Background: an optimization exercise with open tools, aiming at small area, a short achievable clock period and few clock cycles per item. Do not read the settings as production practice.
Where RTL was checked, it was by simulation tests only, not by an equivalence proof against the original.
No functional check of the RTL was part of runs 2 to 6.

## design.v

```verilog
module gf2m_fu (
    input  wire        clk,
    input  wire        rst,         
    input  wire        in_valid,
    output wire        in_ready,
    input  wire [2:0]  in_op,       
    input  wire [2:0]  in_pset,     
    input  wire [31:0] in_a,
    input  wire [31:0] in_b,
    output wire        out_valid,
    input  wire        out_ready,
    output wire [31:0] out_res,
    output wire [2:0]  out_err      
);
    localparam OP_ADD = 3'd1, OP_MUL = 3'd2, OP_SQ = 3'd3,
               OP_SQ4 = 3'd4, OP_INV = 3'd5, OP_DIV = 3'd6;
    localparam ERR_NONE = 3'd0, ERR_ILL = 3'd1, ERR_CFG = 3'd2, ERR_DOM = 3'd6;
    localparam KD_ERR = 3'd0, KD_LIN = 3'd1, KD_SQ = 3'd2, KD_SQ4 = 3'd3,
               KD_CHAIN = 3'd4;
    localparam K0 = 3'd0, K1 = 3'd1, K2 = 3'd2, K3 = 3'd3, K5 = 3'd5, K6 = 3'd6;
    localparam Y_RB = 2'd0, Y_RA = 2'd1, Y_ACC = 2'd2;
    function [12:0] sq1_12;
        input [12:0] x;
        begin
            sq1_12[0] = x[0] ^ x[6];
            sq1_12[1] = x[11];
            sq1_12[2] = x[1] ^ x[7];
            sq1_12[3] = x[6];
            sq1_12[4] = x[2] ^ x[8] ^ x[11];
            sq1_12[5] = x[7];
            sq1_12[6] = x[3] ^ x[9];
            sq1_12[7] = x[8];
            sq1_12[8] = x[4] ^ x[10];
            sq1_12[9] = x[9];
            sq1_12[10] = x[5] ^ x[11];
            sq1_12[11] = x[10];
            sq1_12[12] = 1'b0;
        end
    endfunction
    function [12:0] sq2_12;
        input [12:0] x;
        begin
            sq2_12[0] = x[0] ^ x[3] ^ x[6] ^ x[9];
            sq2_12[1] = x[10];
            sq2_12[2] = x[8] ^ x[11];
            sq2_12[3] = x[3] ^ x[9];
            sq2_12[4] = x[1] ^ x[4] ^ x[7];
            sq2_12[5] = x[8];
            sq2_12[6] = x[6] ^ x[9];
            sq2_12[7] = x[4] ^ x[10];
            sq2_12[8] = x[2] ^ x[5] ^ x[8];
            sq2_12[9] = x[9];
            sq2_12[10] = x[7] ^ x[10];
            sq2_12[11] = x[5] ^ x[11];
            sq2_12[12] = 1'b0;
        end
    endfunction
    function [12:0] sq5_12;
        input [12:0] x;
        begin
            sq5_12[0] = x[0] ^ x[6];
            sq5_12[1] = x[5] ^ x[8] ^ x[11];
            sq5_12[2] = x[1] ^ x[4] ^ x[7];
            sq5_12[3] = x[6];
            sq5_12[4] = x[8] ^ x[11];
            sq5_12[5] = x[1] ^ x[4] ^ x[10];
            sq5_12[6] = x[3] ^ x[9];
            sq5_12[7] = x[2] ^ x[5] ^ x[8] ^ x[11];
            sq5_12[8] = x[1] ^ x[4];
            sq5_12[9] = x[9];
            sq5_12[10] = x[2] ^ x[11];
            sq5_12[11] = x[4] ^ x[7];
            sq5_12[12] = 1'b0;
        end
    endfunction
    function [12:0] sq1_13;
        input [12:0] x;
        begin
            sq1_13[0] = x[0] ^ x[11];
            sq1_13[1] = x[7] ^ x[11] ^ x[12];
            sq1_13[2] = x[1] ^ x[7];
            sq1_13[3] = x[8] ^ x[11] ^ x[12];
            sq1_13[4] = x[2] ^ x[7] ^ x[8] ^ x[11] ^ x[12];
            sq1_13[5] = x[7] ^ x[9];
            sq1_13[6] = x[3] ^ x[8] ^ x[9] ^ x[12];
            sq1_13[7] = x[8] ^ x[10];
            sq1_13[8] = x[4] ^ x[9] ^ x[10];
            sq1_13[9] = x[9] ^ x[11];
            sq1_13[10] = x[5] ^ x[10] ^ x[11];
            sq1_13[11] = x[10] ^ x[12];
            sq1_13[12] = x[6] ^ x[11] ^ x[12];
        end
    endfunction
    function [12:0] sq3_13;
        input [12:0] x;
        begin
            sq3_13[0] = x[0] ^ x[5] ^ x[6] ^ x[11];
            sq3_13[1] = x[3] ^ x[4] ^ x[8];
            sq3_13[2] = x[4] ^ x[5] ^ x[6] ^ x[8] ^ x[9];
            sq3_13[3] = x[2] ^ x[3] ^ x[7] ^ x[10] ^ x[12];
            sq3_13[4] = x[2] ^ x[3] ^ x[4] ^ x[5] ^ x[8] ^ x[9];
            sq3_13[5] = x[4] ^ x[5] ^ x[10] ^ x[12];
            sq3_13[6] = x[2] ^ x[3] ^ x[4] ^ x[5] ^ x[7] ^ x[10] ^ x[12];
            sq3_13[7] = x[2] ^ x[8] ^ x[10];
            sq3_13[8] = x[1] ^ x[4] ^ x[5] ^ x[6] ^ x[8] ^ x[9] ^ x[11];
            sq3_13[9] = x[5] ^ x[6] ^ x[9] ^ x[11];
            sq3_13[10] = x[6] ^ x[7] ^ x[8];
            sq3_13[11] = x[3] ^ x[5] ^ x[6] ^ x[7] ^ x[8] ^ x[10];
            sq3_13[12] = x[3] ^ x[4] ^ x[5] ^ x[6] ^ x[9] ^ x[10];
        end
    endfunction
    function [12:0] sq6_13;
        input [12:0] x;
        begin
            sq6_13[0] = x[0] ^ x[2] ^ x[8] ^ x[10] ^ x[11];
            sq6_13[1] = x[1] ^ x[6] ^ x[7] ^ x[10] ^ x[11] ^ x[12];
            sq6_13[2] = x[1] ^ x[5] ^ x[7] ^ x[9];
            sq6_13[3] = x[6] ^ x[8] ^ x[10] ^ x[12];
            sq6_13[4] = x[1] ^ x[5] ^ x[6] ^ x[7] ^ x[8];
            sq6_13[5] = x[2] ^ x[4] ^ x[5] ^ x[7] ^ x[12];
            sq6_13[6] = x[2] ^ x[3] ^ x[6] ^ x[9];
            sq6_13[7] = x[1] ^ x[6] ^ x[7] ^ x[8] ^ x[11];
            sq6_13[8] = x[1] ^ x[4] ^ x[6] ^ x[9] ^ x[10];
            sq6_13[9] = x[2] ^ x[8] ^ x[9] ^ x[10] ^ x[11];
            sq6_13[10] = x[1] ^ x[3] ^ x[6] ^ x[7] ^ x[9] ^ x[11] ^ x[12];
            sq6_13[11] = x[1] ^ x[2] ^ x[4] ^ x[5] ^ x[7] ^ x[8] ^ x[9] ^ x[11] ^ x[12];
            sq6_13[12] = x[2] ^ x[3] ^ x[4] ^ x[7] ^ x[10] ^ x[11] ^ x[12];
        end
    endfunction
    function [24:0] clmul;
        input [12:0] x;
        input [12:0] y;
        integer i;
        begin
            clmul = 25'd0;
            for (i = 0; i < 13; i = i + 1)
                clmul = clmul ^ ({12'd0, x & {13{y[i]}}} << i);
        end
    endfunction
    reg        cv;            
    reg [2:0]  kind;
    reg        m13;
    reg [2:0]  step;
    reg [2:0]  code;          
    reg [12:0] acc;           
    reg [12:0] ra;            
    reg [12:0] rb;            
    reg        ovalid;
    reg [2:0]  oerr;
    reg [12:0] res;           
    wire       dec_ill  = (in_op == 3'd0) || (in_op == 3'd7);
    wire       dec_cfg  = (in_pset > 3'd4);
    wire       dec_m13  = (in_pset != 3'd0);
    wire       dec_bin  = (in_op == OP_ADD) || (in_op == OP_MUL) || (in_op == OP_DIV);
    wire       a_out    = dec_m13 ? (in_a[31:13] != 19'd0) : (in_a[31:12] != 20'd0);
    wire       b_out    = dec_m13 ? (in_b[31:13] != 19'd0) : (in_b[31:12] != 20'd0);
    wire       dec_dom  = a_out || (dec_bin && b_out);
    reg [2:0] dec_kind;
    always @(*) begin
        case (in_op)
            OP_ADD, OP_MUL: dec_kind = KD_LIN;
            OP_SQ:          dec_kind = KD_SQ;
            OP_SQ4:         dec_kind = KD_SQ4;
            OP_INV, OP_DIV: dec_kind = KD_CHAIN;
            default:        dec_kind = KD_ERR;
        endcase
        if (dec_cfg) dec_kind = KD_ERR;
    end
    wire [2:0] dec_code = dec_ill ? ERR_ILL : dec_cfg ? ERR_CFG :
                          dec_dom ? ERR_DOM : ERR_NONE;
    wire [12:0] base_in  = (in_op == OP_DIV) ? in_b[12:0] :
                           (in_op == OP_ADD) ? (in_a[12:0] ^ in_b[12:0]) : in_a[12:0];
    wire [12:0] other_in = (in_op == OP_DIV) ? in_a[12:0] :
                           (in_op == OP_MUL) ? in_b[12:0] : 13'd1;
    reg [2:0] ksel;
    reg [1:0] ysel;
    reg       last;
    always @(*) begin
        ksel = K1;
        ysel = Y_RB;
        last = 1'b0;
        case (kind)
            KD_LIN: begin ksel = K0; last = 1'b1; end
            KD_SQ:  last = 1'b1;
            KD_SQ4: begin
                if (m13) last = (step != 3'd0);
                else begin ksel = K2; last = 1'b1; end
            end
            KD_CHAIN: begin
                if (m13) begin
                    case (step)
                        3'd0, 3'd1: ysel = Y_RA;
                        3'd2:       begin ksel = K3; ysel = Y_ACC; end
                        3'd3:       begin ksel = K6; ysel = Y_ACC; end
                        default:    last = 1'b1;
                    endcase
                end else begin
                    case (step)
                        3'd0, 3'd2, 3'd4: ysel = Y_RA;
                        3'd1:       begin ksel = K2; ysel = Y_ACC; end
                        3'd3:       begin ksel = K5; ysel = Y_ACC; end
                        default:    last = 1'b1;
                    endcase
                end
            end
            default: last = 1'b1;
        endcase
    end
    reg [12:0] mx;
    always @(*) begin
        case (ksel)
            K0:      mx = acc;
            K1:      mx = m13 ? sq1_13(acc) : sq1_12(acc);
            K2:      mx = sq2_12(acc);
            K3:      mx = sq3_13(acc);
            K5:      mx = sq5_12(acc);
            default: mx = sq6_13(acc);
        endcase
    end
    wire [12:0] my = (ysel == Y_ACC) ? acc : (ysel == Y_RA) ? ra : rb;
    wire [24:0] p = clmul(mx, my);
    reg  [24:0] r13;
    reg  [22:0] r12;
    integer k;
    always @(*) begin
        r13 = p;
        for (k = 24; k >= 13; k = k - 1)
            if (r13[k]) r13 = r13 ^ (25'h201B << (k - 13));
        r12 = p[22:0];
        for (k = 22; k >= 12; k = k - 1)
            if (r12[k]) r12 = r12 ^ (23'h1009 << (k - 12));
    end
    wire [12:0] prod = m13 ? r13[12:0] : {1'b0, r12[11:0]};
    wire finish  = cv && last && (!ovalid || out_ready);
    assign in_ready = !cv || finish;
    wire in_fire = in_valid && in_ready;
    always @(posedge clk) begin
        if (rst) begin
            cv     <= 1'b0;
            ovalid <= 1'b0;
            res    <= 13'd0;
        end else begin
            if (finish) begin
                ovalid <= 1'b1;
                oerr   <= code;
                if (code == ERR_NONE) res <= prod;
            end else if (out_ready) begin
                ovalid <= 1'b0;
            end
            if (in_fire) begin
                cv   <= 1'b1;
                kind <= dec_kind;
                m13  <= dec_m13;
                code <= dec_code;
                step <= 3'd0;
                acc  <= base_in;
                ra   <= base_in;
                rb   <= other_in;
            end else begin
                if (finish) cv <= 1'b0;
                if (cv && !last) begin
                    acc  <= prod;
                    step <= step + 3'd1;
                end
            end
        end
    end
    assign out_valid = ovalid;
    assign out_res   = {19'd0, res};
    assign out_err   = oerr;
endmodule
```

## run.sh

```bash
#!/bin/bash
# synth_recipe.tcl (not shown) runs the flow's synth.tcl, then flattens the netlist and writes it again
# the make line also repeats each setting of config.mk as NAME=value (left out here)
make -C /OpenROAD-flow-scripts/flow DESIGN_CONFIG=/design/flow/config.mk WORK_HOME=/design/flow/orfs CLKGATE_MAP_FILE= SYNTH_SCRIPT=/design/flow/synth_recipe.tcl finish
```

## config.mk

```make
export PLATFORM = sky130hd
export DESIGN_NAME = gf2m_fu
export DESIGN_NICKNAME = gf2m_fu
export VERILOG_FILES = /design/flow/design.v
export SDC_FILE = /design/flow/constraint.sdc
export NUM_CORES = 4
export LEC_CHECK = 0
export CAP_MARGIN = 20
export CORE_MARGIN = 2
export CORE_UTILIZATION = 40
export PLACE_DENSITY = 0.6
export SLEW_MARGIN = 20
```

## constraint.sdc

```tcl
create_clock -name core_clock -period 7.0 [get_ports {clk}]
set_input_delay 1.4000 -clock core_clock [delete_from_list [all_inputs] [get_ports {clk}]]
set_output_delay 1.4000 -clock core_clock [all_outputs]
set_load 0.01 [all_outputs]
```

==> results of run 1 <==
[registers in the layout, summed over array words and instances, names as in the netlist]
signal,count
step,3
m13,1
ra,13
rb,13
code,3
res,13
oerr,3
ovalid,1
cv,1
acc,13
kind,3
[Yosys cell counts (7+ instances only)]
master,n
o211ai_1,10
xnor2_1,158
edfxtp_1,52
inv_1,14
o221a_2,7
buf_2,14
mux2i_1,18
dfxtp_1,15
mux2_2,18
o21ai_0,23
a21oi_1,43
nor4_1,12
buf_1,8
a211oi_1,9
nand3_1,16
nand2_1,167
xor2_1,69
xor3_1,8
buf_4,19
nor2_1,118
xnor3_1,18
nor3_1,20
clkbuf_1,34
nand2b_1,9
[area by class of cell]
type	instances	area (µm²)
clock inverters	4	28.8
clock buffers	12	268
well taps	270	338
flip-flops and latches	67	1860
inverters	15	56.3
fillers	2011	10600
multi-input cells	860	6030
repair buffers	114	1080
[per-stage QoR]
stage          area [µm²]  util [%]
3_3_place_gp         9360      46.1
5_1_grt              9660      47.6
6_report             9660      47.6
4_1_cts              9660      47.6
3_5_place_dp         9360      46.1
2_1_floorplan        8350         -
[logic make-up (layout without fill, tap and decap cells)]
family | after synthesis | after routing | synth area share (%)
AOI/OAI and AO/OA | 162 | 162 | 14.2
xor gates and xnor gates | 256 | 256 | 31.9
adders and majority gates | 5 | 5 | 0.756
buffers and inverters | 93 | 145 | 5.56
DFF | 67 | 67 | 22.5
muxes | 36 | 36 | 4.62
other | 1 | 19 | 0.0453
and+or+nand+nor | 382 | 382 | 20.5
[metal layers]
metal	vias up	track usage (%)	share of wire, %
met3	44	4.23	8.5
met5	-	0	0
met1	3535	33.1	44
li1	3539	-	-
met2	363	38.0	45
met4	0	7.19	2.2
[final timing paths]
kind / end / slack, ns / cells after the start
worst max-delay path: acc[3] / 1.19 / 16
worst max register to register: acc[3] / 1.19 / 16
worst min register to register: res[0] / 0.46 / 2
worst min-delay path: res[0] / 0.46 / 2
[worst register-to-register path: cells and delay by family, from the launching register on]
| family | cells | cell delay (ns) |
|---|---|---|
| xor gates and xnor gates | 6 | 1.87 |
| AOI/OAI and AO/OA | 5 | 1.42 |
| and+or+nand+nor | 3 | 1.13 |
| DFF | 1 | 0.59 |
| adders and majority gates | 1 | 0.43 |
| buffers and inverters | 1 | 0.11 |
==> summary.md, run 1 <==
| Metric | Value |
|---|---|
| Starting Density | 40.8% |
| RSZ-0062 raised after global routing | false |
| Crit-path cells | inv_1, ha_1, nor4b_2, a311oi_4, nor2_2, o21ai_0, a211oi_2, nand2_1, xnor2_1, xnor2_1, xnor3_1, xnor3_1, xor2_1, a21oi_1, xnor2_1, a21oi_1 |
| Post-synth top area share | 18.9% |
| Rows | 52 |
| Slew at the pin with the worst max-slew slack | 1.17 ns |
| Total of max-cap violations | 0 |
| CP max stage cell | a211oi_2 |
| Most frequent cells in the layout | nand2_1, xnor2_1, nor2_1, clkdlybuf4s50_1, xor2_1 |
| Final Hold Vio Count | 0 |
| Placed cells | 1325 |
| Post-Syn Area | 8280 µm² |
| Fin crit period | 5.81 ns |
| RePlAce Congestion | 0.949 |
| TritonRoute pass-1 iters | 5 |
| Crit path top cell by count | xnor2_1 |
| Syn Inst Count | 1002 |
| Synth Register Bits | 67 |
| Yosys warnings | 1 |
| Number of global-route vias before repair | 7213 |
| Wire per inst | 19.5 µm |
| Sequential area share after synthesis | 22.5% |
| Post-synth EDFFs | 52 |
| Non-Filler Instances | 1342 |
| Leading register cell type out of synthesis | edfxtp_1 |
| CP bufs+invs | 1 |
| Setup crit end kind | flop |
| Final ANT Viol Nets | 0 |
| Die ar. | 21900 µm² |
| Max Clock Freq | 172 MHz |
| Worst EP required | 7.07 ns |
| P&R area growth vs syn | 16.7% |
| CTS-repair resized insts | 0 |
| CTS tree | built |
| Total Neg Setup Slack | 0 ns |
| Top delay family on crit path | XOR/XNOR gates |
| Relative slew slack | 21.9% |
| Global-route wire length before repair | 40.7 mm |
| Clock latency (worst-skew pair) | 0.33 ns |
| Fin nets | 1146 |
| Fin worst setup slack | 1.19 ns |
| Top post-synthesis cells by area | edfxtp_1, xnor2_1, nand2_1 |
| Via density | 5.57 |
| Post-synth cell types | 89 |
| H-tree depth | 3 |
| Cell taking the most area after synthesis | edfxtp_1 |
| CP Class | reg2reg |
| Clk buf depth | 2 |
| Cts bufs inserted | 9 |
| Initial DRC Count | 690 |
| Tcrit/Tclk final | 83.0% |
| Max Fanout on Critical Path | 17 |
| Core Footprint | 20300 µm² |
| Setup Fix Bufs, Post-CTS | 0 |
| CTS Hold Bufs | 0 |
| Critical path launch point type | flop |
| CTS Sinks | 67 |
| Critical path's largest stage delay | 0.90 ns |
| # setup viols final | 0 |
| DR vias | 7481 |
| Die Span Y | 148 µm |
| HP Start | res[0] |
| I/O Buffers | 91 |
| Initial antenna violation count | 0 |
| Most common cell after layout, fill and taps aside | nand2_1 |
| Clk_skew | 0.00737 ns |
| Remaining DRCs | 0 |
| R2R Path Start | step[2] |
| Data arrival, critical path | 5.88 ns |
| Final wirelength | 26.1 mm |
| Dpl ws | 1.35 ns |
| Asr flop ratio synth | 0% |
| Die width | 148 µm |
| GRT Residual Overflow | 0 |
| Max-slew violations | 0 |
| Clock Pin Slew Worst Setup and Hold Paths | 0.06 ns |
| Inserted Diodes | 0 |
| Gr usage total | 23.9% |
| Share of layout cells above drive strength 1 | 8.02% |
| Synthesized area per cell | 8.26 µm² |
| IO Count | 111 |
| Hold Crit Class | reg2reg |
| Outcome | complete, no violations |
| Detailed Place HPWL | 19.8 mm |
| CTS Root Buffer Type | clkbuf_16 |
| Fin Hold WS | 0.457 ns |
| Crit path launch | step[2] |
| Largest net degree at the start of global routing | 34 |
Testbench counts, summed over its fixed seeds: cycles 21,967, items 8,000.
==> run 2, diff against run 1 <==
--- a/design.v
+++ b/design.v
@@ -18,6 +18,4 @@
     localparam KD_ERR = 3'd0, KD_LIN = 3'd1, KD_SQ = 3'd2, KD_SQ4 = 3'd3,
                KD_CHAIN = 3'd4;
-    localparam K0 = 3'd0, K1 = 3'd1, K2 = 3'd2, K3 = 3'd3, K5 = 3'd5, K6 = 3'd6;
-    localparam Y_RB = 2'd0, Y_RA = 2'd1, Y_ACC = 2'd2;
     function [12:0] sq1_12;
         input [12:0] x;
@@ -173,50 +171,62 @@
     wire [12:0] other_in = (in_op == OP_DIV) ? in_a[12:0] :
                            (in_op == OP_MUL) ? in_b[12:0] : 13'd1;
-    reg [2:0] ksel;
-    reg [1:0] ysel;
+    localparam X_ID = 0, X_S1_12 = 1, X_S1_13 = 2, X_S2_12 = 3, X_S5_12 = 4,
+               X_S3_13 = 5, X_S6_13 = 6;
+    localparam Y_RB = 0, Y_RA = 1, Y_ACC = 2;
+    function [10:0] uop;
+        input [2:0] kd;
+        input       m;
+        input [2:0] st;
+        reg   [6:0] xs;
+        reg   [2:0] ys;
+        reg         l;
+        begin
+            xs = 7'd0;
+            xs[m ? X_S1_13 : X_S1_12] = 1'b1;
+            ys = 3'd0;
+            ys[Y_RB] = 1'b1;
+            l = 1'b0;
+            case (kd)
+                KD_LIN: begin xs = 7'd0; xs[X_ID] = 1'b1; l = 1'b1; end
+                KD_SQ:  l = 1'b1;
+                KD_SQ4: begin
+                    if (m) l = (st != 3'd0);
+                    else begin xs = 7'd0; xs[X_S2_12] = 1'b1; l = 1'b1; end
+                end
+                KD_CHAIN: begin
+                    if (m) begin
+                        case (st)
+                            3'd0, 3'd1: ys = 3'b010;
+                            3'd2:       begin xs = 7'd0; xs[X_S3_13] = 1'b1; ys = 3'b100; end
+                            3'd3:       begin xs = 7'd0; xs[X_S6_13] = 1'b1; ys = 3'b100; end
+                            default:    l = 1'b1;
+                        endcase
+                    end else begin
+                        case (st)
+                            3'd0, 3'd2, 3'd4: ys = 3'b010;
+                            3'd1:       begin xs = 7'd0; xs[X_S2_12] = 1'b1; ys = 3'b100; end
+                            3'd3:       begin xs = 7'd0; xs[X_S5_12] = 1'b1; ys = 3'b100; end
+                            default:    l = 1'b1;
+                        endcase
+                    end
+                end
+                default: l = 1'b1;
+            endcase
+            uop = {l, ys, xs};
+        end
+    endfunction
+    reg [6:0] xsel;
+    reg [2:0] ysel;
     reg       last;
-    always @(*) begin
-        ksel = K1;
-        ysel = Y_RB;
-        last = 1'b0;
-        case (kind)
-            KD_LIN: begin ksel = K0; last = 1'b1; end
-            KD_SQ:  last = 1'b1;
-            KD_SQ4: begin
-                if (m13) last = (step != 3'd0);
-                else begin ksel = K2; last = 1'b1; end
-            end
-            KD_CHAIN: begin
-                if (m13) begin
-                    case (step)
-                        3'd0, 3'd1: ysel = Y_RA;
-                        3'd2:       begin ksel = K3; ysel = Y_ACC; end
-                        3'd3:       begin ksel = K6; ysel = Y_ACC; end
-                        default:    last = 1'b1;
-                    endcase
-                end else begin
-                    case (step)
-                        3'd0, 3'd2, 3'd4: ysel = Y_RA;
-                        3'd1:       begin ksel = K2; ysel = Y_ACC; end
-                        3'd3:       begin ksel = K5; ysel = Y_ACC; end
-                        default:    last = 1'b1;
-                    endcase
-                end
-            end
-            default: last = 1'b1;
-        endcase
-    end
-    reg [12:0] mx;
-    always @(*) begin
-        case (ksel)
-            K0:      mx = acc;
-            K1:      mx = m13 ? sq1_13(acc) : sq1_12(acc);
-            K2:      mx = sq2_12(acc);
-            K3:      mx = sq3_13(acc);
-            K5:      mx = sq5_12(acc);
-            default: mx = sq6_13(acc);
-        endcase
-    end
-    wire [12:0] my = (ysel == Y_ACC) ? acc : (ysel == Y_RA) ? ra : rb;
+    wire [12:0] mx = ({13{xsel[X_ID]}}    & acc)
+                   | ({13{xsel[X_S1_12]}} & sq1_12(acc))
+                   | ({13{xsel[X_S1_13]}} & sq1_13(acc))
+                   | ({13{xsel[X_S2_12]}} & sq2_12(acc))
+                   | ({13{xsel[X_S5_12]}} & sq5_12(acc))
+                   | ({13{xsel[X_S3_13]}} & sq3_13(acc))
+                   | ({13{xsel[X_S6_13]}} & sq6_13(acc));
+    wire [12:0] my = ({13{ysel[Y_ACC]}} & acc)
+                   | ({13{ysel[Y_RA]}}  & ra)
+                   | ({13{ysel[Y_RB]}}  & rb);
     wire [24:0] p = clmul(mx, my);
     reg  [24:0] r13;
@@ -254,4 +264,5 @@
                 code <= dec_code;
                 step <= 3'd0;
+                {last, ysel, xsel} <= uop(dec_kind, dec_m13, 3'd0);
                 acc  <= base_in;
                 ra   <= base_in;
@@ -262,4 +273,5 @@
                     acc  <= prod;
                     step <= step + 3'd1;
+                    {last, ysel, xsel} <= uop(kind, m13, step + 3'd1);
                 end
             end
==> run 2 against run 1 <==
Critical endpoint is now acc[4]. Hold slack improved by 0.0046 ns. Synthesized area fell by 0.68%. Design area fell by 0.88%. Die area fell by 0.66%. Sequential cell count rose by 11. Non-clock buffer count fell by 1. Highest routed layer unchanged. Routed wire length fell by 8.1%. Largest cell class unchanged. Clock skew rose by 0.0016 ns. Still clean.
==> summary.md, run 2 <==
| Metric | Value |
|---|---|
| Outcome | complete, no violations |
| Core Footprint | 20200 µm² (-0.32%) |
| Setup crit end kind | flop |
| Total Neg Setup Slack | 0 ns (unchanged) |
| Crit path top cell by count | xnor2_1 |
| Hold Crit Class | reg2reg |
| Die Span Y | 147 µm (-0.33%) |
| Yosys warnings | 1 (unchanged) |
| Number of global-route vias before repair | 6660 (-7.7%) |
| Sequential area share after synthesis | 26.7% (+4.2 points) |
| Relative slew slack | 27.4% (+5.5 points) |
| Setup Fix Bufs, Post-CTS | 0 (unchanged) |
| Clock latency (worst-skew pair) | 0.33 ns (about the same) |
| Clk buf depth | 2 (unchanged) |
| Top delay family on crit path | XOR/XNOR gates |
| Top post-synthesis cells by area | edfxtp_1, xnor2_1, xnor3_1 |
| IO Count | 111 (unchanged) |
| Rows | 52 (unchanged) |
| RePlAce Congestion | 0.880 (-7.3%) |
| CTS Sinks | 78 (+16%) |
| CP bufs+invs | 0 (-1) |
| Cts bufs inserted | 9 (unchanged) |
| Crit-path cells | xnor3_1, xnor3_1, nand2_1, a31oi_1, xnor2_1, xor2_1, xnor3_1, xnor3_2, xnor2_1, xnor2_1, xnor2_1, a21oi_1 |
| Met2 WL | 11.3 mm (-4.1%) |
| Die ar. | 21700 µm² (-0.66%) |
| R2R Path Start | acc[11] |
| HP Start | res[0] |
| CTS tree | built |
| Global-route wire length before repair | 37.5 mm (-8.0%) |
| Top-count cell post-synth | nor2_1 |
| Asr flop ratio synth | 0% (unchanged) |
| H-tree depth | 3 (unchanged) |
| Fin crit period | 5.06 ns (-0.754 ns) |
| Total of max-cap violations | 0 (unchanged) |
| Data arrival, critical path | 5.10 ns (-0.78 ns) |
| RSZ-0062 raised after global routing | false |
| CTS-repair resized insts | 0 (unchanged) |
| Commonest cells post-synth | nor2_1, xnor2_1, nand2_1 |
| Post-Syn Area | 8220 µm² (-0.68%) |
| Top layer in use | met4 |
| Routed met3 length | 1.85 mm (-17%) |
| CP Class | reg2reg |
| Max-slew violations | 0 (unchanged) |
| Cell taking the most area after synthesis | edfxtp_1 |
| Synth Register Bits | 78 (+16%) |
| Crit path launch | acc[11] |
| GRT Residual Overflow | 0 (unchanged) |
| CTS Hold Bufs | 0 (unchanged) |
| Most common cell after layout, fill and taps aside | nor2_1 |
| DR vias | 6904 (-7.7%) |
| Post-synth cell types | 61 (-31%) |
| Initial DRC Count | 592 (-14%) |
| Starting Density | 40.6% (-0.15 points) |
| TritonRoute pass-1 iters | 5 (unchanged) |
| CTS Root Buffer Type | clkbuf_16 |
| Final wirelength | 24.0 mm (-8.1%) |
| Max Clock Freq | 198 MHz (+15%) |
| Critical path launch point type | flop |
| # setup viols final | 0 (unchanged) |
| Post-synth top area share | 23.0% (+4.1 points) |
| Worst EP required | 7.04 ns (-0.03 ns) |
| Synthesized area per cell | 8.78 µm² (+6.2%) |
| Clock Pin Slew Worst Setup and Hold Paths | 0.07 ns (about the same) |
| Fin nets | 1069 (-6.7%) |
| Tcrit/Tclk final | 72.2% (-11 points) |
| Final Hold Vio Count | 0 (unchanged) |
| P&R area growth vs syn | 16.5% |
| Largest net degree at the start of global routing | 34 (unchanged) |
| Via density | 5.46 (-2.1%) |
| Gr usage total | 22.0% (-1.8 points) |
| Initial antenna violation count | 0 (unchanged) |
| Most frequent cells in the layout | nor2_1, xnor2_1, clkdlybuf4s50_1, nand2_1, edfxtp_1 |
| CP max stage cell | edfxtp_1 |
| I/O Buffers | 91 (unchanged) |
| Die width | 147 µm (-0.33%) |
| Critical path's largest stage delay | 0.83 ns (-0.07 ns) |
| Max Fanout on Critical Path | 16 (-1) |
| Wire per inst | 19.0 µm (-2.5%) |
| Slew at the pin with the worst max-slew slack | 1.08 ns (-0.0918 ns) |
| Share of layout cells above drive strength 1 | 5.33% (-2.7 points) |
| WL met1 | 10.3 mm (-10%) |
| Post-synth EDFFs | 63 (+21%) |
| Detailed Place HPWL | 17.4 mm (-12%) |
| Remaining DRCs | 0 (unchanged) |
| Inserted Diodes | 0 (unchanged) |
| Leading register cell type out of synthesis | edfxtp_1 |
| Syn Inst Count | 937 (-6.5%) |
| Clk_skew | 0.00899 ns (+0.00162 ns) |
| Final ANT Viol Nets | 0 (unchanged) |
run 2: cell count changes after synthesis, sizes merged, moves of 11 or more:
cell	before	now
edfxtp	52	63
mux2	18	0
a222oi	2	17
nor2	120	186
nand2	167	72
xnor3	19	35
clkbuf	34	46
xor2	70	59
run 2: through the flow:
| stage | worst slack, ns | hold slack [ns] | instances | instance area [µm²] | util, % |
|---|---|---|---|---|---|
| after floorplan | 2.99 | 0.442 | 955 | 8290 | - |
| after global placement | 2.00 | 0.442 | 1249 | 9270 | 45.8 |
| after detailed placement | 2.04 | 0.450 | 1249 | 9270 | 45.8 |
| after CTS | 2.00 | 0.463 | 1265 | 9580 | 47.3 |
| after global routing | 1.79 | 0.492 | 1265 | 9580 | 47.3 |
| final | 1.94 | 0.461 | 1265 | 9580 | 47.3 |
run 2: logic make-up (layout without fill, tap and decap cells):
family | count (synthesis) | after routing | synth area share, %
adders and majority gates | 5 | 5 | 0.761
other | 1 | 19 | 0.0456
DFF | 78 | 78 | 26.7
AOI/OAI and AO/OA | 147 | 147 | 12.7
xor gates and xnor gates | 258 | 258 | 34.9
muxes | 16 | 16 | 1.95
and+or+nand+nor | 325 | 325 | 16.7
buffers and inverters | 107 | 147 | 6.24
run 2: tightest hold or removal path, stage by stage (launching register included):
cell and delay (ns):
dfxtp_1 0.31, nand2_1 0.05, a21oi_1 0.05
run 2: layer usage:
metal	GRT usage, %	vias up
met5	0	-
met2	36.1	308
li1	-	3269
met1	30.5	3294
met4	5.77	0
met3	3.67	33
run 2: layout make-up:
class / count / area, µm²
Tap cell: 270 / 338
Fill cell: 1937 / 10700
Timing Repair Buffer: 113 / 1080
Clock buffer: 9 / 225
Multi-Input combinational cell: 770 / 5600
Sequential cell: 78 / 2190
Clock inverter: 7 / 80.1
Inverter: 18 / 67.6
run 2: path summary, 6_finish.rpt:
path                               end  slack [ns]  cells after the start
worst max-delay path            acc[4]        1.94                     12
worst min-delay path            res[0]        0.46                      2
worst max register to register  acc[4]        1.94                     12
worst min register to register  res[0]        0.46                      2
==> run 3, diff against run 2 <==
--- a/config.mk
+++ b/config.mk
@@ -10,3 +10,4 @@
 export CORE_UTILIZATION = 40
 export PLACE_DENSITY = 0.6
+export SETUP_SLACK_MARGIN = 3.0
 export SLEW_MARGIN = 20
==> run 3 against run 2 <==
Via count is 6.3% higher. Largest cell class unchanged. Final cell count is 5.8% higher. Maximum frequency is 26% higher. Synthesized cell count stayed put. Sequential share of layout area is 2.2 points lower.
==> summary.md, run 3 <==
| Metric | Value |
|---|---|
| Max Fanout on Critical Path | 8 (-8) |
| CP Class | reg2reg |
| Final ANT Viol Nets | 0 (unchanged) |
| Initial DRC Count | 719 (+21%) |
| Max Clock Freq | 248 MHz (+26%) |
| Gr usage total | 22.9% (+0.83 points) |
| Non-Filler Instances | 1338 (+5.8%) |
| RSZ-0062 raised after global routing | true |
| CTS Root Buffer Type | clkbuf_16 |
| Remaining DRCs | 0 (unchanged) |
| Detailed Place HPWL | 17.4 mm (+0.12%) |
| Die Span Y | 147 µm (unchanged) |
| DR vias | 7341 (+6.3%) |
| TritonRoute pass-1 iters | 6 (+1) |
| Share of layout cells above drive strength 1 | 17.1% (+12 points) |
| Hold Path Cell Cnt | 2 (unchanged) |
| Die ar. | 21700 µm² (unchanged) |
| Worst R2R Path Depth | 14 (+2) |
| Final wirelength | 25.4 mm (+5.8%) |
| Final instance area | 10600 µm² (+11%) |
| Hold Crit Class | reg2reg |
| GRT Residual Overflow | 0 (unchanged) |
| R2r endpoint | acc[4] |
| Placed Area | 9280 µm² (about the same) |
| Global-route wire length before repair | 39.0 mm (+4.0%) |
| Total of max-cap violations | 0 (unchanged) |
| I/O Buffers | 91 (unchanged) |
| R2R Path Start | acc[6] |
| Post-synth cell types | 61 (unchanged) |
| Wire per inst | 19.0 µm (about the same) |
| RePlAce Congestion | 0.877 (-0.35%) |
| Clk_skew | 0.00497 ns (-0.00402 ns) |
| Most frequent cells in the layout | nor2_1, xnor2_1, clkdlybuf4s50_1, buf_4, nand2_1 |
| Cell taking the most area after synthesis | edfxtp_1 |
| Initial antenna violation count | 0 (unchanged) |
| Fin Hold WS | 0.457 ns (-0.00367 ns) |
| Cts bufs inserted | 9 (unchanged) |
| Commonest cells post-synth | nor2_1, xnor2_1, nand2_1 |
| Asr flop ratio synth | 0% (unchanged) |
| CTS tree | built |
| Most common cell after layout, fill and taps aside | nor2_1 |
| Top post-synthesis cells by area | edfxtp_1, xnor2_1, xnor3_1 |
| R2r setup slk | 2.97 ns (+1.03 ns) |
| Fin nets | 1141 (+6.7%) |
| Hold EP | res[12] |
| Yosys warnings | 1 (unchanged) |
| Critical path launch point type | flop |
| CTS Sinks | 78 (unchanged) |
| Die width | 147 µm (unchanged) |
| Number of global-route vias before repair | 7098 (+6.6%) |
| # setup viols final | 0 (unchanged) |
| Clock Pin Slew Worst Setup and Hold Paths | 0.07 ns (about the same) |
| Tcrit/Tclk final | 57.5% (-15 points) |
| Data arrival, critical path | 4.08 ns (-1.02 ns) |
| H-tree depth | 3 (unchanged) |
| Fin crit period | 4.03 ns (-1.03 ns) |
| Post-synth EDFFs | 63 (unchanged) |
| HP Start | res[12] |
| Post-synth top area share | 23.0% (unchanged) |
| Post-Syn Area | 8220 µm² (unchanged) |
| Core Footprint | 20200 µm² (unchanged) |
| Clock latency (worst-skew pair) | 0.34 ns (about the same) |
| Rows | 52 (unchanged) |
| Final Hold Vio Count | 0 (unchanged) |
| Sequential area share after synthesis | 26.7% (unchanged) |
| Max-slew violations | 0 (unchanged) |
| Total Neg Setup Slack | 0 ns (unchanged) |
| Starting Density | 40.6% (unchanged) |
| Placed cells | 1249 (unchanged) |
| Via density | 5.49 (+0.53%) |
| Relative slew slack | 43.0% (+16 points) |
| Synth Register Bits | 78 (unchanged) |
| Slew at the pin with the worst max-slew slack | 0.853 ns (-0.227 ns) |
| Worst EP required | 7.05 ns (about the same) |
| IO Count | 111 (unchanged) |
| Syn Inst Count | 937 (unchanged) |
| P&R area growth vs syn | 29.1% |
| Outcome | complete, no violations |
| Top-count cell post-synth | nor2_1 |
| Largest net degree at the start of global routing | 34 (unchanged) |
| Setup crit end kind | flop |
| Clk buf depth | 2 (unchanged) |
| Leading register cell type out of synthesis | edfxtp_1 |
| Synthesized area per cell | 8.78 µm² (unchanged) |
## run 3: changes by cell type in the layout (fill, tap and decap cells not counted), sizes merged
cell,before,now
clkdlybuf4s50,91,90
inv,22,23
buf,22,93
clkinvlp,2,0
dlygate4sd2,0,1
clkdlybuf4s15,0,1
bufinv,1,0
clkinv,0,2
diode,0,1
## run 3: logic make-up after synthesis
family	Yosys count	share of synthesized area (%)
xor+xnor	258	34.9
other cells	1	0.0456
flops	78	26.7
simple gates	325	16.7
mux	16	1.95
buf+inv	107	6.24
fa+ha+maj	5	0.761
compound gates	147	12.7
## run 3: worst max-delay path: stages, from the launching register on
cell	delay, ns
edfxtp_1	0.50
buf_4	0.21
buf_4	0.17
xor2_1	0.17
xnor2_1	0.14
a221oi_2	0.43
a21oi_1	0.16
xnor3_1	0.40
xnor3_1	0.40
xnor3_2	0.33
xnor2_2	0.21
xor2_1	0.16
nand2_1	0.12
xnor2_2	0.22
a21oi_1	0.09
## run 3: final cells by class
cell class / instances / area (µm²)
Fill cell: 1817 / 9620
Multi-Input combinational cell: 770 / 6050
Sequential cell: 78 / 2190
Timing Repair Buffer: 185 / 1660
Tap cell: 270 / 338
Clock buffer: 9 / 225
Clock inverter: 7 / 73.8
Inverter: 18 / 67.6
Antenna cell: 1 / 2.50
## run 3: what timing repair did
item | in CTS | in global routing
hold buffers | 0 | 0
resized for setup | 43 | 34
cloned | 0 | 1
pin swaps | 12 | 14
endpoints found under the setup margin | 27 | 23
setup buffers | 56 | 15
## run 3: worst max-delay path by stage
stage / startpoint / end / slack (ns) / cells after the start
floorplan: out_ready / code[0] / 3.06 / 6
global placement: acc[8] / acc[4] / 2.13 / 12
detailed placement: acc[8] / acc[4] / 2.00 / 12
CTS: acc[4] / res[4] / 2.99 / 14
global route: acc[6] / acc[4] / 2.88 / 14
finish: acc[6] / acc[4] / 2.97 / 14
## run 3: through the flow
step / utilization (%) / setup WS, ns
6_report: 52.5 / 2.97
5_1_grt: 52.5 / 2.88
4_1_cts: 50.7 / 2.99
3_5_place_dp: 45.9 / 2.00
3_3_place_gp: 45.9 / 2.13
2_1_floorplan: - / 3.06
## run 3: per-layer routing
metal / vias up / track usage [%] / share of wire (%)
met5: - / 0 / 0
met4: 0 / 7.16 / 3.2
met3: 67 / 3.98 / 7.4
met2: 354 / 37.7 / 48
met1: 3503 / 30.8 / 42
li1: 3417 / - / -
==> run 4, diff against run 3 <==
--- a/config.mk
+++ b/config.mk
@@ -10,4 +10,4 @@
 export CORE_UTILIZATION = 40
 export PLACE_DENSITY = 0.6
-export SETUP_SLACK_MARGIN = 3.0
+export SETUP_SLACK_MARGIN = 4.0
 export SLEW_MARGIN = 20
==> run 4 against run 3 <==
Still clean. Sequential cell count stayed put. Clock skew is 0.0037 ns higher. Routed wire length is 11% higher. Clock-buffer cell count stayed put. Register-to-register slack better by 0.06 ns. Critical endpoint is now res[4].
==> summary.md, run 4 <==
| Metric | Value |
|---|---|
| Wire per inst | 20.0 µm (+5.3%) |
| Most frequent cells in the layout | nor2_1, buf_4, xnor2_1, clkdlybuf4s50_1, nand2_1 |
| RePlAce Congestion | 0.869 (-0.97%) |
| CTS tree | built |
| Critical path's largest stage delay | 0.49 ns (about the same) |
| P&R area growth vs syn | 45.3% |
| GRT Residual Overflow | 0 (unchanged) |
| Max-slew violations | 0 (unchanged) |
| Final ANT Viol Nets | 0 (unchanged) |
| CTS Root Buffer Type | clkbuf_16 |
| R2r setup slk | 3.04 ns (+0.06 ns) |
| Commonest cells post-synth | nor2_1, xnor2_1, nand2_1 |
| Total of max-cap violations | 0 (unchanged) |
| Worst EP required | 7.17 ns (+0.12 ns) |
| Clock latency (worst-skew pair) | 0.33 ns (about the same) |
| Via density | 5.60 (+2.0%) |
| Crit path top cell by count | xnor2_2 |
| Global-route wire length before repair | 42.4 mm (+8.7%) |
| CP Class | reg2reg |
| Syn Inst Count | 937 (unchanged) |
| Remaining DRCs | 0 (unchanged) |
| RSZ-0062 raised after global routing | true |
| Clock Pin Slew Worst Setup and Hold Paths | 0.06 ns (about the same) |
| Clk_skew | 0.00863 ns (+0.00366 ns) |
| Slew at the pin with the worst max-slew slack | 1.02 ns (+0.171 ns) |
| Max Clock Freq | 252 MHz (+1.6%) |
| IO Count | 111 (unchanged) |
| Gr usage total | 25.0% (+2.1 points) |
| Largest net degree at the start of global routing | 34 (unchanged) |
| Sequential area share after synthesis | 26.7% (unchanged) |
| Clk buf depth | 2 (unchanged) |
| Die Span Y | 147 µm (unchanged) |
| DR vias | 7901 (+7.6%) |
| TritonRoute pass-1 iters | 6 (unchanged) |
| Post-synth cell types | 61 (unchanged) |
| Cell taking the most area after synthesis | edfxtp_1 |
| Detailed Place HPWL | 17.9 mm (+3.2%) |
| CP bufs+invs | 3 (+1) |
| Share of layout cells above drive strength 1 | 28.7% (+12 points) |
| # setup viols final | 0 (unchanged) |
| Die width | 147 µm (unchanged) |
| Initial antenna violation count | 0 (unchanged) |
| Worst R2R Path Depth | 15 (+1) |
| Inserted Diodes | 0 (-1) |
| H-tree depth | 3 (unchanged) |
| R2r endpoint | res[4] |
| Hold Path Cell Cnt | 2 (unchanged) |
| Post-synth top area share | 23.0% (unchanged) |
| Fin Hold WS | 0.475 ns (+0.0176 ns) |
| CTS Sinks | 78 (unchanged) |
| Crit-path cells | buf_6, xor2_4, xor3_1, a221o_2, nor2_4, nor2_2, xnor2_1, xnor3_1, xnor3_2, buf_4, xnor2_2, xnor2_2, xnor2_2, buf_4, a211oi_2 |
| Data arrival, critical path | 4.14 ns (+0.06 ns) |
| I/O Buffers | 91 (unchanged) |
| Synth Register Bits | 78 (unchanged) |
| Tcrit/Tclk final | 56.6% (-0.91 points) |
| Hold EP | res[12] |
| Most common cell after layout, fill and taps aside | nor2_1 |
| Yosys warnings | 1 (unchanged) |
| Setup crit end kind | flop |
| Top post-synthesis cells by area | edfxtp_1, xnor2_1, xnor3_1 |
| Initial DRC Count | 887 (+23%) |
| Die ar. | 21700 µm² (unchanged) |
| Fin nets | 1216 (+6.6%) |
| Post-synth EDFFs | 63 (unchanged) |
| R2R Path Start | acc[5] |
| Final wirelength | 28.3 mm (+11%) |
| HP Start | res[12] |
| Relative slew slack | 31.5% (-12 points) |
| CTS Hold Bufs | 0 (unchanged) |
| Top delay family on crit path | XOR/XNOR gates |
| Rows | 52 (unchanged) |
| Synthesized area per cell | 8.78 µm² (unchanged) |
| Leading register cell type out of synthesis | edfxtp_1 |
| Hold Crit Class | reg2reg |
| Total Neg Setup Slack | 0 ns (unchanged) |
| Cts bufs inserted | 9 (unchanged) |
| Core Footprint | 20200 µm² (unchanged) |
| Critical path launch point type | flop |
| Starting Density | 40.6% (unchanged) |
| Outcome | complete, no violations |
| Final Hold Vio Count | 0 (unchanged) |
| CP max stage cell | a221o_2 |
| Asr flop ratio synth | 0% (unchanged) |
| Top-count cell post-synth | nor2_1 |
| Post-Syn Area | 8220 µm² (unchanged) |
| Fin crit period | 3.96 ns (-0.0640 ns) |
| Max Fanout on Critical Path | 5 (-3) |
| Number of global-route vias before repair | 7707 (+8.6%) |
==> run 4: stage by stage <==
| stage | util [%] | instances | worst slack (ns) | area, µm² |
|---|---|---|---|---|
| floorplan | - | 955 | 3.42 | 8630 |
| global placement | 47.1 | 1247 | 1.80 | 9520 |
| detailed placement | 47.1 | 1247 | 1.91 | 9530 |
| CTS | 55.8 | 1373 | 3.11 | 11300 |
| global route | 59.0 | 1412 | 2.94 | 11900 |
| finish | 59.0 | 1412 | 3.04 | 11900 |
==> run 4: cell families after synthesis <==
kind of cell | after synthesis | share of synthesized area (%)
and+or+nand+nor | 325 | 16.7
AOI/OAI and AO/OA | 147 | 12.7
buffers and inverters | 107 | 6.24
other | 1 | 0.0456
DFF | 78 | 26.7
adders and majority gates | 5 | 0.761
xor gates and xnor gates | 258 | 34.9
muxes | 16 | 1.95
==> run 4: how the worst max path moves through the flow <==
stage	from	to	cells after the start
final	acc[5]	res[4]	15
after detailed placement	acc[8]	acc[4]	12
after global routing	acc[5]	res[3]	14
after floorplan	acc[5]	acc[0]	11
after global placement	acc[8]	acc[4]	12
after CTS	acc[9]	res[4]	14
==> run 4: layout make-up <==
class                           instances  area [µm²]
Inverter                               18        67.6
Clock inverter                          7        73.8
Tap cell                              270         338
Multi-Input combinational cell        770        6640
Clock buffer                            9         225
Timing Repair Buffer                  260        2410
Fill cell                            1644        8290
Sequential cell                        78        2190
==> run 4: layer usage <==
metal | share of wire (%) | global-route usage (%) | vias to the layer above | wire [µm]
met3 | 8.9 | 4.75 | 73 | 2520
met5 | 0 | 0 | - | 0
met1 | 39 | 32.3 | 3826 | 11000
met2 | 49 | 42.9 | 435 | 13900
met4 | 2.9 | 7.36 | 0 | 828
li1 | - | - | 3567 | -
==> run 4: worst register-to-register path: stages (launching register included) <==
cell	delay [ns]
edfxtp_1	0.38
buf_6	0.17
xor2_4	0.17
xor3_1	0.42
a221o_2	0.49
nor2_4	0.21
nor2_2	0.06
xnor2_1	0.20
xnor3_1	0.45
xnor3_2	0.31
buf_4	0.18
xnor2_2	0.20
xnor2_2	0.12
xnor2_2	0.23
buf_4	0.16
a211oi_2	0.05
==> run 4: repair_timing <==
action,in CTS,in global routing
hold endpoints to repair,0,0
pin swaps,71,53
gates resized for setup,112,72
setup buffers,110,39
setup endpoints to repair,103,102
==> run 5, diff against run 4 <==
--- a/config.mk
+++ b/config.mk
@@ -6,4 +6,5 @@
 export NUM_CORES = 4
 export LEC_CHECK = 0
+export ABC_CLOCK_PERIOD_IN_PS = 3000
 export CAP_MARGIN = 20
 export CORE_MARGIN = 2
==> run 5 against run 4 <==
Global-route usage is the same. Largest cell class unchanged. Critical path type unchanged. Design area is the same. Still clean on timing, DRC and antenna. Routed wire length unchanged.
==> summary.md, run 5 <==
| Metric | Value |
|---|---|
| Detailed Place HPWL | 17.9 mm (unchanged) |
| Synth Register Bits | 78 (unchanged) |
| CTS tree | built |
| Syn Inst Count | 937 (unchanged) |
| Total Neg Setup Slack | 0 ns (unchanged) |
| Data arrival, critical path | 4.14 ns (about the same) |
| RePlAce Congestion | 0.869 (unchanged) |
| Synthesized area per cell | 8.78 µm² (unchanged) |
| Most frequent cells in the layout | nor2_1, buf_4, xnor2_1, clkdlybuf4s50_1, nand2_1 |
| Asr flop ratio synth | 0% (unchanged) |
| Hold Crit Class | reg2reg |
| Rows | 52 (unchanged) |
| Cell taking the most area after synthesis | edfxtp_1 |
| R2r endpoint | res[4] |
| Slew at the pin with the worst max-slew slack | 1.02 ns (unchanged) |
| Leading register cell type out of synthesis | edfxtp_1 |
| Gr usage total | 25.0% (unchanged) |
| Fin nets | 1216 (unchanged) |
| Max Fanout on Critical Path | 5 (unchanged) |
| CTS Sinks | 78 (unchanged) |
| Cts bufs inserted | 9 (unchanged) |
| Number of global-route vias before repair | 7707 (unchanged) |
| Commonest cells post-synth | nor2_1, xnor2_1, nand2_1 |
| Largest net degree at the start of global routing | 34 (unchanged) |
| Fin crit period | 3.96 ns (unchanged) |
| Fin Hold WS | 0.475 ns (unchanged) |
| GRT Residual Overflow | 0 (unchanged) |
| Die Span Y | 147 µm (unchanged) |
| Final wirelength | 28.3 mm (unchanged) |
| Worst R2R Path Depth | 15 (unchanged) |
| RSZ-0062 raised after global routing | true |
| Starting Density | 40.6% (unchanged) |
| Final ANT Viol Nets | 0 (unchanged) |
| Global-route wire length before repair | 42.4 mm (unchanged) |
| Synth Area in XOR/XNOR | 34.9% (unchanged) |
| # setup viols final | 0 (unchanged) |
| R2r setup slk | 3.04 ns (about the same) |
| Hold Path Cell Cnt | 2 (unchanged) |
| Outcome | complete, no violations |
| Post-synth top area share | 23.0% (unchanged) |
| I/O Buffers | 91 (unchanged) |
| Die width | 147 µm (unchanged) |
| Fill cells | 1644 (unchanged) |
| Post-Syn Area | 8220 µm² (unchanged) |
| Initial DRC Count | 887 (unchanged) |
| CTS Root Buffer Type | clkbuf_16 |
| Sequential area share after synthesis | 26.7% (unchanged) |
| Relative slew slack | 31.5% (unchanged) |
| DR vias | 7901 (unchanged) |
| Max-slew violations | 0 (unchanged) |
| Clock latency (worst-skew pair) | 0.33 ns (about the same) |
| Die ar. | 21700 µm² (unchanged) |
| Post-synthesis mux area share | 1.95% (unchanged) |
| Clk_skew | 0.00863 ns (unchanged) |
| Top-count cell post-synth | nor2_1 |
| H-tree depth | 3 (unchanged) |
| Simple-gate share of the synthesized area | 16.7% (unchanged) |
| Via density | 5.60 (unchanged) |
| Most common cell after layout, fill and taps aside | nor2_1 |
| Yosys warnings | 1 (unchanged) |
| Inserted Diodes | 0 (unchanged) |
| Tcrit/Tclk final | 56.6% (unchanged) |
| Final Hold Vio Count | 0 (unchanged) |
| Largest family of logic cells by synthesized area | XOR/XNOR gates |
| Setup crit end kind | flop |
| Post-synth EDFFs | 63 (unchanged) |
| Wire per inst | 20.0 µm (unchanged) |
| CP Class | reg2reg |
| Clk buf depth | 2 (unchanged) |
| Compound-Gate Fraction of Synth Area | 12.7% (unchanged) |
| CTS Hold Bufs | 0 (unchanged) |
| IO Count | 111 (unchanged) |
| Max Clock Freq | 252 MHz (unchanged) |
| Critical path launch point type | flop |
| Worst setup path endpoint | res[4] |
| Total of max-cap violations | 0 (unchanged) |
| Share of layout cells above drive strength 1 | 28.7% (unchanged) |
| Post-synth cell types | 61 (unchanged) |
| Adder-Cell Fraction of Synth Area | 0.761% (unchanged) |
| P&R area growth vs syn | 45.3% (unchanged) |
| Initial antenna violation count | 0 (unchanged) |
| Remaining DRCs | 0 (unchanged) |
| Top post-synthesis cells by area | edfxtp_1, xnor2_1, xnor3_1 |
| Crit path launch | acc[5] |
| Worst EP required | 7.17 ns (about the same) |
| Clock Pin Slew Worst Setup and Hold Paths | 0.06 ns (about the same) |
| TritonRoute pass-1 iters | 6 (unchanged) |
| Core Footprint | 20200 µm² (unchanged) |
| R2R Path Start | acc[5] |
run 5: cell counts in the layout (fill, tap and decap cells not counted):
No cell type changed its count.
run 5: cell type report:
type / instances / area, µm² / area share, %
Clock buffer: 9 / 225 / 1.89
Multi-Input combinational cell: 770 / 6640 / 55.6
Tap cell: 270 / 338 / 2.83
Sequential cell: 78 / 2190 / 18.3
Clock inverter: 7 / 73.8 / 0.618
Timing Repair Buffer: 260 / 2410 / 20.2
Inverter: 18 / 67.6 / 0.566
run 5: worst min path at each step:
| stage | startpoint | endpoint | slack, ns |
|---|---|---|---|
| floorplan | code[1] | oerr[1] | 0.44 |
| global placement | res[0] | res[0] | 0.44 |
| detailed placement | res[12] | res[12] | 0.46 |
| CTS | res[12] | res[12] | 0.47 |
| global route | res[12] | res[12] | 0.49 |
| finish | res[12] | res[12] | 0.48 |
run 5: logic make-up (layout without fill, tap and decap cells):
group | Yosys count | count (layout)
compound gates | 147 | 147
other cells | 1 | 19
simple gates | 325 | 325
flops | 78 | 78
xor+xnor | 258 | 258
fa+ha+maj | 5 | 5
mux | 16 | 16
buf+inv | 107 | 294
run 5: per-layer routing:
layer	track usage (%)	vias to the layer above	part of all wire, %
met5	0	-	0
met4	7.36	0	2.9
met3	4.75	73	8.9
met2	42.9	435	49
met1	32.3	3826	39
li1	-	3567	-
run 5: through the flow:
| step | utilization, % | instances | area [µm²] | worst slack, ns |
|---|---|---|---|---|
| 2_1_floorplan | - | 955 | 8630 | 3.42 |
| 3_3_place_gp | 47.1 | 1247 | 9520 | 1.80 |
| 3_5_place_dp | 47.1 | 1247 | 9530 | 1.91 |
| 4_1_cts | 55.8 | 1373 | 11300 | 3.11 |
| 5_1_grt | 59.0 | 1412 | 11900 | 2.94 |
| 6_report | 59.0 | 1412 | 11900 | 3.04 |
run 5: repair_timing:
item / in CTS / in global routing
setup endpoints to repair: 103 / 102
pin swaps: 71 / 53
buffers inserted: 110 / 39
gates resized for setup: 112 / 72
endpoints found under the hold margin: 0 / 0
run 5: critical path, cell delays in order (launching register included):
cell      delay, ns
edfxtp_1       0.38
buf_6          0.17
xor2_4         0.17
xor3_1         0.42
a221o_2        0.49
nor2_4         0.21
nor2_2         0.06
xnor2_1        0.20
xnor3_1        0.45
xnor3_2        0.31
buf_4          0.18
xnor2_2        0.20
xnor2_2        0.12
xnor2_2        0.23
buf_4          0.16
a211oi_2       0.05
==> run 6, diff against run 5 <==
==> flow/run.sh (new file) <==
#!/bin/bash
# The standard layout, with the port buffers made of the smallest buffer cell
# (sky130_fd_sc_hd__buf_1) instead of the delay cell buffer_ports picks.
set -euo pipefail
export BUFFER_PORTS_ARGS="-buffer_cell sky130_fd_sc_hd__buf_1"
bash standard.sh > standard_make.log 2>&1
==> standard.sh (new file) <==
#!/bin/bash
# synth_recipe.tcl (not shown) runs the flow's synth.tcl, then flattens the netlist and writes it again
# the make line also repeats each setting of config.mk as NAME=value (left out here)
make -C /OpenROAD-flow-scripts/flow DESIGN_CONFIG=/design/flow/config.mk WORK_HOME=/design/flow/orfs CLKGATE_MAP_FILE= SYNTH_SCRIPT=/design/flow/synth_recipe.tcl "${@:-finish}"
--- a/config.mk
+++ b/config.mk
@@ -6,9 +6,8 @@
 export NUM_CORES = 4
 export LEC_CHECK = 0
-export ABC_CLOCK_PERIOD_IN_PS = 3000
 export CAP_MARGIN = 20
 export CORE_MARGIN = 2
 export CORE_UTILIZATION = 40
 export PLACE_DENSITY = 0.6
-export SETUP_SLACK_MARGIN = 4.0
+export SETUP_SLACK_MARGIN = 3.0
 export SLEW_MARGIN = 20
removed: run.sh
==> run 6 against run 5 <==
Critical endpoint is now res[6]. Synthesized cell count is the same. Critical path depth rose by 1. Final cell count fell by 3.6%. Clock skew is 0.0033 ns higher. Die area is the same. Still clean on timing, DRC and antenna. Largest cell class unchanged. Via count shrank 5.1%. Setup slack worse by 0.14 ns. Design area decreased by 13%.
==> summary.md, run 6 <==
| Metric | Value |
|---|---|
| Yosys warnings | 1 (unchanged) |
| Worst R2R Path Depth | 16 (+1) |
| Max-slew violations | 0 (unchanged) |
| Die width | 147 µm (unchanged) |
| Top-count cell post-synth | nor2_1 |
| Post-synth top area share | 23.0% (unchanged) |
| I/O Buffers | 91 (unchanged) |
| TritonRoute pass-1 iters | 9 (+3) |
| Initial DRC Count | 946 (+6.7%) |
| Crit path top cell by count | buf_4 |
| P&R area growth vs syn | 25.7% |
| Fin worst setup slack | 2.90 ns (-0.138 ns) |
| Worst EP required | 7.19 ns (+0.02 ns) |
| Synth Register Bits | 78 (unchanged) |
| Cts bufs inserted | 9 (unchanged) |
| Core Util, Final | 51.1% (-8.0 points) |
| CTS Hold Bufs | 0 (unchanged) |
| H-tree depth | 3 (unchanged) |
| Crit-path cells | buf_4, buf_4, xnor3_1, o221ai_1, a221oi_1, buf_4, nor2_1, xnor2_1, xnor3_1, xnor3_2, xor2_4, mux2i_1, xor2_1, buf_4, o21ai_1, nor2b_2 |
| Non-Filler Instances | 1361 (-3.6%) |
| Worst setup path endpoint | res[6] |
| Post-synth cell types | 61 (unchanged) |
| GRT Residual Overflow | 0 (unchanged) |
| Most common cell after layout, fill and taps aside | nor2_1 |
| Global-route wire length before repair | 39.6 mm (-6.6%) |
| IO Count | 111 (unchanged) |
| Detailed Place HPWL | 16.9 mm (-6.1%) |
| Placed cells | 1250 (+0.24%) |
| Dpl ws | 2.00 ns (+0.0822 ns) |
| Rows | 52 (unchanged) |
| Final wirelength | 26.2 mm (-7.3%) |
| Max Clock Freq | 244 MHz (-3.4%) |
| Most frequent cells in the layout | nor2_1, xnor2_1, buf_4, buf_1, nand2_1 |
| Setup crit end kind | flop |
| Remaining DRCs | 0 (unchanged) |
| Clk buf depth | 2 (unchanged) |
| CP max stage cell | xnor3_2 |
| Asr flop ratio synth | 0% (unchanged) |
| Largest net degree at the start of global routing | 34 (unchanged) |
| Clk_skew | 0.0119 ns (+0.00327 ns) |
| Starting Density | 40.6% (unchanged) |
| Total Neg Setup Slack | 0 ns (unchanged) |
| Gr usage total | 23.2% (-1.8 points) |
| Fin crit period | 4.10 ns (+0.138 ns) |
| Top post-synthesis cells by area | edfxtp_1, xnor2_1, xnor3_1 |
| Critical path launch point type | flop |
| Post-synth EDFFs | 63 (unchanged) |
| Initial antenna violation count | 0 (unchanged) |
| # setup viols final | 0 (unchanged) |
| Number of global-route vias before repair | 7152 (-7.2%) |
| CTS Sinks | 78 (unchanged) |
| Tcrit/Tclk final | 58.6% (+2.0 points) |
| Critical path's largest stage delay | 0.56 ns (+0.07 ns) |
| Commonest cells post-synth | nor2_1, xnor2_1, nand2_1 |
| Synthesized area per cell | 8.78 µm² (unchanged) |
| Inserted Diodes | 0 (unchanged) |
| Cell taking the most area after synthesis | edfxtp_1 |
| Leading register cell type out of synthesis | edfxtp_1 |
| Data arrival, critical path | 4.29 ns (+0.15 ns) |
| Relative slew slack | 34.3% (+2.8 points) |
| Core Footprint | 20200 µm² (unchanged) |
| Via density | 5.51 (-1.6%) |
| R2r endpoint | res[6] |
| Sequential area share after synthesis | 26.7% (unchanged) |
| Max Fanout on Critical Path | 6 (+1) |
| Fin nets | 1165 (-4.2%) |
| CTS tree | built |
| Total of max-cap violations | 0 (unchanged) |
| DR vias | 7495 (-5.1%) |
| Post-Syn Area | 8220 µm² (unchanged) |
| Final Hold Vio Count | 0 (unchanged) |
| Wire per inst | 19.2 µm (-3.9%) |
| RePlAce Congestion | 0.907 (+4.4%) |
| CTS Root Buffer Type | clkbuf_16 |
| Fin Hold WS | 0.463 ns (-0.0119 ns) |
| Final ANT Viol Nets | 0 (unchanged) |
| Die Span Y | 147 µm (unchanged) |
| R2R Path Start | acc[10] |
| CP Class | reg2reg |
| Syn Inst Count | 937 (unchanged) |
| Clock latency (worst-skew pair) | 0.34 ns (about the same) |
| Die ar. | 21700 µm² (unchanged) |
| R2r setup slk | 2.90 ns (-0.14 ns) |
| Clock Pin Slew Worst Setup and Hold Paths | 0.07 ns (about the same) |
| RSZ-0062 raised after global routing | true |
| Outcome | complete, no violations |
| Crit path launch | acc[10] |
| Slew at the pin with the worst max-slew slack | 0.985 ns (-0.0389 ns) |
| Hold Crit Class | reg2reg |
| Share of layout cells above drive strength 1 | 20.2% (-8.6 points) |
run 6: cell families after synthesis:
| group | share of synthesized area, % |
|---|---|
| compound gates | 12.7 |
| xor+xnor | 34.9 |
| fa+ha+maj | 0.761 |
| buf+inv | 6.24 |
| flops | 26.7 |
| mux | 1.95 |
| other cells | 0.0456 |
| simple gates | 16.7 |
run 6: critical path, delay by kind of cell, from the launching register on:
family	cells	cell delay, ns
xor+xnor	6	1.78
buf+inv	4	0.75
compound gates	3	0.49
flops	1	0.48
mux	1	0.24
simple gates	2	0.21
run 6: layout make-up:
cell class	instances	area [µm²]
clock buffers	9	225
clock inverters	7	96.3
fillers	1794	9900
inverters	18	67.6
multi-input cells	770	6100
flip-flops and latches	78	2190
well taps	270	338
repair buffers	209	1310
run 6: worst min path at each step:
stage | start | depth (start not counted) | endpoint
after global routing | res[0] | 2 | res[0]
final | res[12] | 2 | res[12]
after CTS | res[12] | 2 | res[12]
after detailed placement | res[12] | 2 | res[12]
after floorplan | code[1] | 0 | oerr[1]
after global placement | res[12] | 2 | res[12]
run 6: timing repair:
action / 4_1_cts / 5_1_grt
buffers inserted: 55 / 40
endpoints found under the setup margin: 26 / 25
pin swaps: 13 / 32
gates resized for setup: 38 / 55
run 6: metal layers:
metal | track usage [%] | wire [µm]
met1 | 30.8 | 10700
met2 | 38.6 | 12700
met3 | 3.80 | 2040
met4 | 8.17 | 733
met5 | 0 | 0
run 6: stage by stage:
| step | cell area, µm² |
|---|---|
| 6_report | 10300 |
| 5_1_grt | 10300 |
| 4_1_cts | 9680 |
| 3_5_place_dp | 8720 |
| 3_3_place_gp | 8720 |
| 2_1_floorplan | 8300 |

==> afterwards: timing with drivers on the ports <==
How much do the figures lean on ideal ports? The routed layouts below were timed once more, with nothing changed but the port constraints. Step 1 sets driving cells, clkbuf_16 on the clock port and buf_2 on the other inputs (assumed; they add their load-dependent delay and slew). Step 2 adds t to the input delays and takes it off the output delays; t is the mean of the earliest and latest rising clock arrival at the registers after step 1. Input paths then give back, and output paths get back, about the clock's delay inside the block. Three values: ideal ports, drivers, drivers and shift; two values: the first two.
run	shift t [ns]	slack for setup (ns)	hold slack, ns	clock arrival spread, ns
run 1	0.360	1.190 / 1.190 / 1.190	0.457 / 0.457 / 0.457	0.007 / 0.008
run 2	0.365	1.943 / 1.943 / 1.943	0.461 / 0.461 / 0.461	0.009 / 0.009
run 3	0.368	2.975 / 2.975 / 2.938	0.457 / 0.457 / 0.457	0.005 / 0.005
run 4	0.365	3.039 / 3.039 / 3.039	0.475 / 0.475 / 0.475	0.008 / 0.009
run 5	0.365	3.039 / 3.039 / 3.039	0.475 / 0.475 / 0.475	0.008 / 0.009
run 6	0.372	2.901 / 2.901 / 2.901	0.463 / 0.463 / 0.463	0.012 / 0.012
After both steps setup and hold are still met in every run listed. For run 3, which loses most, drivers alone change the setup slack by 0.000 ns; drivers and shift together by -0.037 ns.
